This design comes from an exercise in tuning for small area, a short achievable clock period and few clock cycles on the open sky130 flow, not from production work.
At most, simulation tests tie the RTL to the original design; equivalence was not proved.
Function not checked in run 2: the RTL went through the layout flow alone.

===== design/flow/design.v =====
module motor_loop (
    input  wire        clk,
    input  wire        rst,            
    input  wire        cmd_valid,
    output wire        cmd_ready,
    input  wire [3:0]  cmd_op,
    input  wire [7:0]  cmd_imm,
    input  wire [15:0] meas_current,   
    input  wire [15:0] meas_clicks,    
    input  wire [15:0] bus_voltage,    
    output reg         done,
    output reg  [6:0]  duty_a,
    output reg  [6:0]  duty_b,
    output reg  [7:0]  v_out           
);
    assign cmd_ready = 1'b1;
    reg        a_v;
    reg [3:0]  a_op;
    reg [7:0]  a_imm;
    reg [15:0] a_cur, a_clk, a_vb;
    always @(posedge clk) begin
        a_v   <= cmd_valid && !rst;
        a_op  <= cmd_op;
        a_imm <= cmd_imm;
        a_cur <= meas_current;
        a_clk <= meas_clicks;
        a_vb  <= bus_voltage;
    end
    reg signed [7:0]  setpoint;
    reg        [1:0]  law;
    reg signed [16:0] last_error;
    reg signed [22:0] integral_error;
    reg signed [13:0] acc;
    reg        [10:0] corr_m;         
    reg        [1599:0] ring;         
    reg        [6:0]  fill;           
    reg        [22:0] ring_sum;
    reg        [2:0]  decay_counter;
    reg               ld_nz, ld_neg;  
    wire imm_zero  = (a_imm == 8'd0);
    wire do_setsp  = a_v && a_op == 4'd0;
    wire do_setlaw = a_v && a_op == 4'd1 && a_imm[7:2] == 6'd0 && a_imm[1:0] != 2'd3;
    wire ex        = a_v && imm_zero && a_op >= 4'd2 && a_op <= 4'd8;
    wire is_tick   = a_op == 4'd2;
    wire use_law   = a_op >= 4'd2 && a_op <= 4'd5;
    wire clim_en   = ex && (is_tick || a_op == 4'd6);
    wire plim_en   = ex && (is_tick || a_op == 4'd7);
    wire act_en    = ex && (is_tick || a_op == 4'd8);
    wire [1:0] lk  = is_tick ? law : (a_op[1:0] == 2'd3 ? 2'd0 : a_op[1:0] == 2'd0 ? 2'd1 : 2'd2);
    wire lk_pd     = lk == 2'd1;
    wire lk_pid    = lk == 2'd2;
    wire neutral = (setpoint == 8'sd0) || (setpoint > 8'sd100) || (setpoint < -8'sd100);
    wire signed [16:0] e = {{7{setpoint[7]}}, setpoint, 2'b00} - {a_clk[15], a_clk};
    wire signed [19:0] kd = ({{3{e[16]}}, e} <<< 2) + ({{3{e[16]}}, e} <<< 1)
                          - ({{3{last_error[16]}}, last_error} <<< 1);
    wire        ie_rnd = !integral_error[22] && (integral_error[5:0] != 6'd0);
    wire        [22:0] ie_asr = {{6{integral_error[22]}}, integral_error[22:6]};
    wire signed [22:0] ig = integral_error - ie_asr + {{6{e[16]}}, e} - {22'd0, ie_rnd};
    wire signed [22:0] base = lk_pid ? ig : {{9{acc[13]}}, acc};
    wire signed [22:0] u    = base + {{3{kd[19]}}, kd};
    wire signed [13:0] acc_n = (u > 23'sd8128)  ? 14'sd8128 :
                               (u < -23'sd8128) ? -14'sd8128 : u[13:0];
    wire signed [7:0]  step_out = neutral ? 8'sd0 : acc_n[13:6];
    wire signed [7:0]  direct_out = (setpoint == -8'sd128) ? -8'sd127 : setpoint;
    wire signed [7:0]  law_out = (lk_pd || lk_pid) ? step_out : direct_out;
    wire               law_upd = ex && use_law && (lk_pd || lk_pid) && !neutral;
    wire signed [7:0] x0 = use_law ? law_out : v_out;
    wire        sx = x0[7];
    wire [6:0]  ax = sx ? -x0[6:0] : x0[6:0];
    wire signed [17:0] w   = $signed({7'd0, corr_m}) + $signed({2'd0, a_cur}) - 18'sd500;
    wire        [10:0] lim = {ax, 4'd0};
    wire        [10:0] corr_n = w[17] ? 11'd0 :
                                (w > $signed({7'd0, lim})) ? lim : w[10:0];
    wire        [6:0]  m1 = clim_en ? ax - corr_n[10:4] : ax;
    wire        full   = (fill == 7'd100);
    wire [15:0] oldest = full ? ring[1599:1584] : 16'd0;
    wire [22:0] sum_n  = ring_sum - {7'd0, oldest} + {7'd0, a_cur};
    wire [15:0] avg    = sum_n / 23'd100;
    reg  [19:0] est_lo;
    reg         est_hi;
    integer pi;
    always @(*) begin
        est_lo = 20'd0;
        est_hi = 1'b0;
        for (pi = 0; pi < 16; pi = pi + 1) begin
            est_lo = est_lo + ({4'd0, avg[pi] ? (a_vb & (16'hffff >> pi)) : 16'd0} << pi);
            est_hi = est_hi | (avg[pi] & |(a_vb >> (16 - pi)));
        end
    end
    wire        trip   = est_hi || (est_lo > 20'd40000);
    wire        block  = trip || (decay_counter != 3'd0);
    wire [6:0]  m2 = (plim_en && block) ? 7'd0 : m1;
    wire        d_nz   = (m2 != 7'd0);
    wire        d_neg  = d_nz && sx;
    wire        dead   = (d_nz != ld_nz) || (d_neg != ld_neg);
    always @(posedge clk) begin
        if (plim_en)
            ring <= {ring[1583:0], a_cur};
    end
    always @(posedge clk) begin
        if (rst) begin
            setpoint       <= 8'sd0;
            law            <= 2'd0;
            last_error     <= 17'sd0;
            integral_error <= 23'sd0;
            acc            <= 14'sd0;
            corr_m         <= 11'd0;
            fill           <= 7'd0;
            ring_sum       <= 23'd0;
            decay_counter  <= 3'd0;
            ld_nz          <= 1'b0;
            ld_neg         <= 1'b0;
            duty_a         <= 7'd0;
            duty_b         <= 7'd0;
            v_out          <= 8'sd0;
            done           <= 1'b0;
        end else begin
            done <= a_v;
            if (do_setsp)  setpoint <= a_imm;
            if (do_setlaw) law <= a_imm[1:0];
            if (law_upd) begin
                acc        <= acc_n;
                last_error <= e;
                if (lk_pid) integral_error <= ig;
            end
            if (clim_en) corr_m <= corr_n;
            if (plim_en) begin
                ring_sum      <= sum_n;
                if (!full) fill <= fill + 7'd1;
                decay_counter <= trip ? 3'd5 :
                                 (decay_counter != 3'd0) ? decay_counter - 3'd1 : 3'd0;
            end
            if (act_en) begin
                ld_nz  <= d_nz;
                ld_neg <= d_neg;
                duty_a <= (!dead && d_nz && !sx) ? m2 : 7'd0;
                duty_b <= (!dead && d_neg) ? m2 : 7'd0;
            end
            if (ex) v_out <= sx ? -{1'b0, m2} : {1'b0, m2};
        end
    end
endmodule

===== design/flow/run.sh =====
#!/bin/bash
# synth_recipe.tcl (not shown) runs the flow's synth.tcl, then flattens the netlist and writes it again
# the make line also repeats each setting of config.mk as NAME=value (left out here)
make -C /OpenROAD-flow-scripts/flow DESIGN_CONFIG=/design/flow/config.mk WORK_HOME=/design/flow/orfs CLKGATE_MAP_FILE= SYNTH_SCRIPT=/design/flow/synth_recipe.tcl finish

===== design/flow/config.mk =====
export PLATFORM = sky130hd
export DESIGN_NAME = motor_loop
export DESIGN_NICKNAME = motor_loop
export VERILOG_FILES = /design/flow/design.v
export SDC_FILE = /design/flow/constraint.sdc
export NUM_CORES = 4
export LEC_CHECK = 0
export CAP_MARGIN = 20
export CORE_MARGIN = 2
export CORE_UTILIZATION = 40
export SLEW_MARGIN = 20

===== design/flow/constraint.sdc =====
create_clock -name core_clock -period 120.0 [get_ports {clk}]
set_input_delay 24.0000 -clock core_clock [delete_from_list [all_inputs] [get_ports {clk}]]
set_output_delay 24.0000 -clock core_clock [all_outputs]
set_load 0.01 [all_outputs]

==> results of run 1 <==
[synthesized netlist by cell type, types with 24 or more instances]
library cell	number
inv_1	394
ha_1	220
o21ai_0	71
edfxtp_1	1600
nand3_1	56
a211oi_1	28
o21a_1	24
o21ai_1	29
xor2_1	40
o21bai_1	62
a21o_1	33
and2_1	79
o211ai_1	29
nand2_1	362
dfxtp_1	194
nor2_1	180
xnor2_1	115
a31oi_1	29
nor3_1	45
clkbuf_1	90
fa_1	163
and3_1	27
a21oi_1	254
[kinds of logic after synthesis]
logic type / Yosys count
flops: 1794
simple gates: 898
compound gates: 782
buf+inv: 519
fa+ha+maj: 387
xor+xnor: 156
mux: 38
other cells: 1
[per-stage QoR]
stage               std cells  hold WS (ps)  util [%]  setup WS [ps]
global placement         6945           401      42.3          93660
finish                   7279           397      45.6          94220
detailed placement       6945           405      42.3          93630
global route             7279           410      45.6          92910
CTS                      7279           400      45.6          94140
floorplan                4575           400         -          71480
[sequential cells by signal (all words and copies together), names as in the netlist, 2 cells and up]
register        count
fill                7
a_clk              16
integral_error     23
corr_m             11
setpoint            8
decay_counter       3
last_error         17
a_vb               16
v_out               8
acc                14
a_op                4
a_cur              16
ring             1600
duty_b              7
duty_a              7
a_imm               8
ring_sum           23
law                 2
[layer usage]
layer | routed length, um | up-vias | global-route usage [%]
li1 | - | 17264 | -
met1 | 60500 | 18016 | 19.8
met2 | 53300 | 762 | 19.4
met3 | 5270 | 215 | 2.51
met4 | 3300 | 0 | 4.75
met5 | 0 | - | 0
[final timing paths]
check	startpoint	cells past startpoint	to
worst min register to register	ring[1578]$_DFFE_PP_	0	ring[1594]$_DFFE_PP_
worst max-delay path	v_out[0]$_SDFFE_PP0P_	1	v_out[0]
worst max register to register	fill[0]$_SDFFE_PP0P_	82	v_out[4]$_SDFFE_PP0P_
worst min-delay path	ring[1578]$_DFFE_PP_	0	ring[1594]$_DFFE_PP_
[placed cells by master, fill, tap and decap left out, drive strengths merged, types with 115 or more instances in the layout]
cell type and count:
ha 220, fa 163, edfxtp 1600, xnor2 115
nand2 362, clkbuf 220, nor2 182, dfxtp 194
a21oi 254, inv 406
[layout make-up]
type / instances / area share, %
tap: 2355 / 3.63
clock buffer: 220 / 5.76
timing repair buffer: 138 / 1.57
multi-input combinational: 2262 / 21.7
inverter: 396 / 1.83
clock inverter: 114 / 1.46
sequential: 1794 / 64.0
==> results.yml, run 1 <==
status:
  run_status: "timing/DRC/antenna clean"
worst_hold_path:
  worst_min_delay_path_category: "register to register"
finish:
  share_of_post_route_cells_with_drive_strength_above_1_pct: 8.37
  layout.nets: 5218
  antennaDiodeCount: 0
  postLayoutCellArea_sq_um: 81100
  multi_input_area_sq_um: 17600
  seqCellArea_sq_um: 51900
  area.growth.synth_to_final_pct: 13.4
  fill_cells: 15545
cts:
  tritoncts.num_buffers: 180
  cts-resized-gates: 0
  post_cts_buffers: 0
  clk_latency_ps: 810
  worst_setup_hold_path_clk_slew_ps: 60
  clock-root-buffer: "clkbuf_16"
  clkSinkCount: 1794
  hold_fix_buffers_cts: 0
  cts_max_path_buffers: 3
  htree_num_levels: 4
  clock_tree_from_tritoncts: "yes"
critical_path:
  reg2reg_setup_slack_ps: 94680
  crit_path_top_delay_cell: "clkdlybuf4s50_1"
  critical_path_cell_by_cell: "clkdlybuf4s50_1"
  cp_data_required_time_ps: 96000
  critical_path.n_buffers_inverters: 1
  path_delay_family: "buffers and inverters"
  critPathArrivalTime_ps: 1780
  critical_path_peak_fanout: 3
  timing.critical_path.slowest_cell_delay_ps: 570
  endpoint_kind: "output port"
  timing.setup.critical_path_class: "register to output port"
  timing.critical_path.from_type: "register"
yosys:
  synthTopCellsByArea: "edfxtp_1 (67%), dfxtp_1 (5.4%), fa_1 (4.6%)"
  synth_cell_types: 118
  synth_sequential_area_ratio_pct: 72.6
  synth_xor_xnor_area_share_pct: 1.92
  post_synthesis_cell_count: 4575
  post_synth_fa_ha_maj_area_fraction_pct: 8.46
  syn-cell-area_sq_um: 71600
  dominant_combinational_cell_family_by_area_after_synthesis: "adder cells"
  yosys_warnings: 1
  yosys-mux-area-fraction_pct: 0.584
  dominant_register_cell_in_the_synthesized_netlist: "edfxtp_1"
  yosys.area_share.simple_pct: 5.93
  synth_top_area_cell: "edfxtp_1"
  postSynthNetCount: 5021
  postSynth.asyncResetShare_pct: 0
  synthesis.area_per_instance_sq_um: 15.6
  synth-compound-area-share_pct: 7.72
  synth_top_area_share_pct: 67.1
  number_of_enable_type_register_cells_in_the_synthesized_netlist: 1600
  ys_seq_elements: 1794
grt:
  maximum_number_of_pins_on_one_net_before_global_route_repair: 196
  track_usage_pct: 13.3
  grt_antenna_before_repair: 3
  globalRouteOverflowTotal: 0
  wire_length_of_the_first_global_routing_pass_um: 194000
  vias_in_the_first_global_route: 35170
sta:
  worstMarginPinSlew_ps: 1080
  worst_clock_skew_ps: 37.8
  grt_setup_unrepaired: "false"
  period_share_pct: 21.5
  finalCriticalPeriod_ps: 25780
  relSlewSlack_pct: 27.8
  finalSetupTns_ps: 0
  setup-violations-final: 0
  max_freq_mhz: 38.8
  drv_slew: 0
  finalHoldViolCount: 0
placement:
  hpwlAfterDp_um: 75500
  io_buffer_count: 85
  detailed_place.area_sq_um: 75300
  routabilityCongestion: 0.836
drt:
  drtIter0Drc: 2743
  route.detailed.vias_per_inst: 4.98
  drt_first_pass_iters: 6
  drc: 0
  wire_per_inst_um: 16.8
  postRouteWirelength_um: 122000
  dr_total_vias: 36257
  count_of_antenna_violating_nets_left_after_detailed_routing: 0
floorplan:
  initial_utilization_pct: 40.2
  core.rowCount: 155
  ios: 87
  floorplan.core_area_sq_um: 178000
  die_y_um: 427
  die_x_um: 427
  die_area_sq_um: 182000
job:
  drv.max_cap_violation_count: 0
Testbench counts, summed over its fixed seeds: cycles 32,008.
==> run 2, diff against run 1 <==
--- a/design/flow/design.v
+++ b/design/flow/design.v
@@ -76,18 +76,8 @@
     wire [15:0] oldest = full ? ring[1599:1584] : 16'd0;
     wire [22:0] sum_n  = ring_sum - {7'd0, oldest} + {7'd0, a_cur};
     wire [15:0] avg    = sum_n / 23'd100;
-    reg  [19:0] est_lo;
-    reg         est_hi;
-    integer pi;
-    always @(*) begin
-        est_lo = 20'd0;
-        est_hi = 1'b0;
-        for (pi = 0; pi < 16; pi = pi + 1) begin
-            est_lo = est_lo + ({4'd0, avg[pi] ? (a_vb & (16'hffff >> pi)) : 16'd0} << pi);
-            est_hi = est_hi | (avg[pi] & |(a_vb >> (16 - pi)));
-        end
-    end
-    wire        trip   = est_hi || (est_lo > 20'd40000);
+    wire [31:0] est    = avg * a_vb;
+    wire        trip   = est > 32'd40000;
     wire        block  = trip || (decay_counter != 3'd0);
     wire [6:0]  m2 = (plim_en && block) ? 7'd0 : m1;
     wire        d_nz   = (m2 != 7'd0);
==> results.yml, run 2 <==
job:
  drv.max_cap_violation_count: 0
status:
  run_status: "timing/DRC/antenna clean"
critical_path:
  timing.critical_path.slowest_cell_delay_ps: 830
  critical_path.n_buffers_inverters: 11
  path_delay_family: "compound AO/OA/AOI/OAI gates"
  critical_path_peak_fanout: 26
  critPathArrivalTime_ps: 26690
  timing.critical_path.mode_cell: "a21oi_1"
  timing.critical_path.from_type: "register"
  cp_data_required_time_ps: 120680
  regToRegStartpoint: "fill[0]$_SDFFE_PP0P_"
  crit_path_top_delay_cell: "xnor2_1"
  endpoint_kind: "register"
  timing.setup.critical_path_class: "register to register"
  crit_path_start: "fill[0]$_SDFFE_PP0P_"
finish:
  largest_register_ffs: 1600
  largest_register: "ring"
  area.growth.synth_to_final_pct: 13.3
  most_frequent_standard_cell_in_the_layout_excluding_fill_and_tap_cells: "edfxtp_1"
  layout.nets: 5787
  share_of_post_route_cells_with_drive_strength_above_1_pct: 7.91
  layout.cells.most_common_list: "edfxtp_1 (1600), inv_1 (541), nand2_1 (475)"
  largest_registers: "ring x1600, integral_error x23, ring_sum x23"
drt:
  count_of_antenna_violating_nets_left_after_detailed_routing: 0
  dr_total_vias: 38780
  drtIter0Drc: 3032
  postRouteWirelength_um: 133000
  route.detailed.vias_per_inst: 4.95
  drt_first_pass_iters: 5
  drc: 0
  wire_per_inst_um: 16.9
sta:
  drv_slew: 0
  worstMarginPinSlew_ps: 1050
  max_freq_mhz: 38.4
  period_share_pct: 21.7
  finalCriticalPeriod_ps: 26020
  finalSetupTns_ps: 0
  finalHoldViolCount: 0
  postLayoutSetupSlackWorst_ps: 93980
  grt_setup_unrepaired: "false"
  relSlewSlack_pct: 29.3
  setup-violations-final: 0
  worst_clock_skew_ps: 49.4
floorplan:
  ios: 87
  floorplan.core_area_sq_um: 186000
  die_area_sq_um: 191000
  core.rowCount: 158
  die_x_um: 437
  die_y_um: 437
  initial_utilization_pct: 40.4
yosys:
  synth_xor_xnor_area_share_pct: 1.95
  ys_seq_elements: 1794
  synthesis.area_per_instance_sq_um: 15.0
  number_of_enable_type_register_cells_in_the_synthesized_netlist: 1600
  synthTopCellsByArea: "edfxtp_1 (64%), fa_1 (6.7%), dfxtp_1 (5.2%)"
  dominant_register_cell_in_the_synthesized_netlist: "edfxtp_1"
  yosys-mux-area-fraction_pct: 0.511
  synthMostInstantiatedCell: "edfxtp_1"
  dominant_combinational_cell_family_by_area_after_synthesis: "adder cells"
  synth_top_area_share_pct: 64.1
  synth_top_area_cell: "edfxtp_1"
  yosys.area_share.simple_pct: 6.54
  syn-cell-area_sq_um: 75000
  synth-compound-area-share_pct: 6.91
  postSynthNetCount: 5601
  post_synthesis_cell_count: 5010
  ys_top_cells_by_count: "edfxtp_1 (1600), inv_1 (542), nand2_1 (475), ha_1 (276), a21oi_1 (261)"
  yosys_warnings: 1
  post_synth_fa_ha_maj_area_fraction_pct: 11.3
  synth_cell_types: 115
  synth_sequential_area_ratio_pct: 69.3
  postSynth.asyncResetShare_pct: 0
grt:
  grt_antenna_before_repair: 3
  maximum_number_of_pins_on_one_net_before_global_route_repair: 217
  globalRouteOverflowTotal: 0
  vias_in_the_first_global_route: 38456
  wire_length_of_the_first_global_routing_pass_um: 212000
  track_usage_pct: 13.9
worst_hold_path:
  worst_min_delay_path_category: "register to register"
  hold_path.startpoint: "ring[917]$_DFFE_PP_"
cts:
  clock-root-buffer: "clkbuf_16"
  post_cts_buffers: 0
  worst_setup_hold_path_clk_slew_ps: 60
  htree_num_levels: 4
  cts_max_path_buffers: 3
  tritoncts.num_buffers: 176
  clkSinkCount: 1794
  clk_latency_ps: 810
  hold_fix_buffers_cts: 0
  cts-resized-gates: 0
  clock_tree_from_tritoncts: "yes"
placement:
  pre_cts_worst_setup_slack_ps: 94240
  io_buffer_count: 85
  routabilityCongestion: 0.849
  hpwlAfterDp_um: 83900
run 2: cell types whose count changed after synthesis, sizes merged, moves of 13 or more:
cell / change
inv: +147
fa: +89
o21ai: +26
ha: +56
a211o: -13
and2: +27
nand2: +114
o21a: +13
nor2: -24
a21oi: +14
xnor2: +13
run 2: area by class of cell:
cell class	instances	area, sq um
clock inverters	117	1430
clock buffers	214	4590
inverters	542	2040
fillers	16293	101000
multi-input cells	2539	20500
well taps	2480	3100
diodes	1	2.50
repair buffers	143	1360
flip-flops and latches	1794	51900
run 2: per-stage QoR:
stage	std cells	hold WS (ps)	util (%)	area, sq um
final	7830	385	45.7	85000
after floorplan	5010	400	-	75000
after global routing	7830	399	45.7	85000
after CTS	7828	390	45.7	84900
after detailed placement	7497	405	42.5	78900
after global placement	7497	401	42.5	78900
run 2: worst reg2reg max path: cells and delay by family, from the launching register on:
kind                     cells  cell delay (ps)
AND/OR/NAND/NOR             30             7600
multiplexers                 2              540
XOR/XNOR                     1              830
AO/OA/AOI/OAI               43            10890
buffers and inverters       11             1210
flip-flops                   1              340
adder cells (fa/ha/maj)     12             4480
run 2: path summary, 6_finish.rpt:
path                                end  slack [ps]  depth (start not counted)
setup / recovery  v_out[6]$_SDFFE_PP0P_       93980                         99
setup reg to reg  v_out[6]$_SDFFE_PP0P_       93980                         99
hold / removal      ring[933]$_DFFE_PP_         390                          0
hold reg to reg     ring[933]$_DFFE_PP_         390                          0
run 2: cells by family (layout without fill, tap and decap cells):
| logic type | after synthesis | in the layout |
|---|---|---|
| AO/OA/AOI/OAI | 775 | 775 |
| XOR/XNOR | 167 | 167 |
| adder cells (fa/ha/maj) | 529 | 529 |
| buffers and inverters | 677 | 1016 |
| flip-flops | 1794 | 1794 |
| multiplexers | 36 | 36 |
| other | 1 | 2 |
| AND/OR/NAND/NOR | 1031 | 1031 |
run 2: routing by layer:
metal,global-route usage (%),part of all wire (%)
met5,0,0
met4,4.83,2.9
met3,2.20,3.6
met2,21.3,45
met1,20.1,48

## afterwards: timing with drivers on the ports
The flow's constraints put no driver on any port. The routed layouts listed below were extracted and timed again, unchanged, in two steps.
Step 1, drivers: a clkbuf_16 drives clk and a buf_2 each remaining input, both assumed.
Step 2 times the ports against the registers' clock, not the clock port: input delays grow and output delays shrink by t, the midpoint of the rising clock arrivals with the driver on.
Three values: ideal ports, drivers, drivers and shift; two values: the first two.
run	t, ns	setup WS [ns]	worst setup path after step 2	pins driven straight from the clock port
run 1	0.860	94.221 / 94.148 / 93.618	input to register	1
run 2	0.859	93.981 / 93.981 / 93.981	register to register	1
After both steps setup and hold are still met in every run listed. For run 1, which loses most, drivers alone change the setup slack by -0.073 ns; drivers and shift together by -0.603 ns.
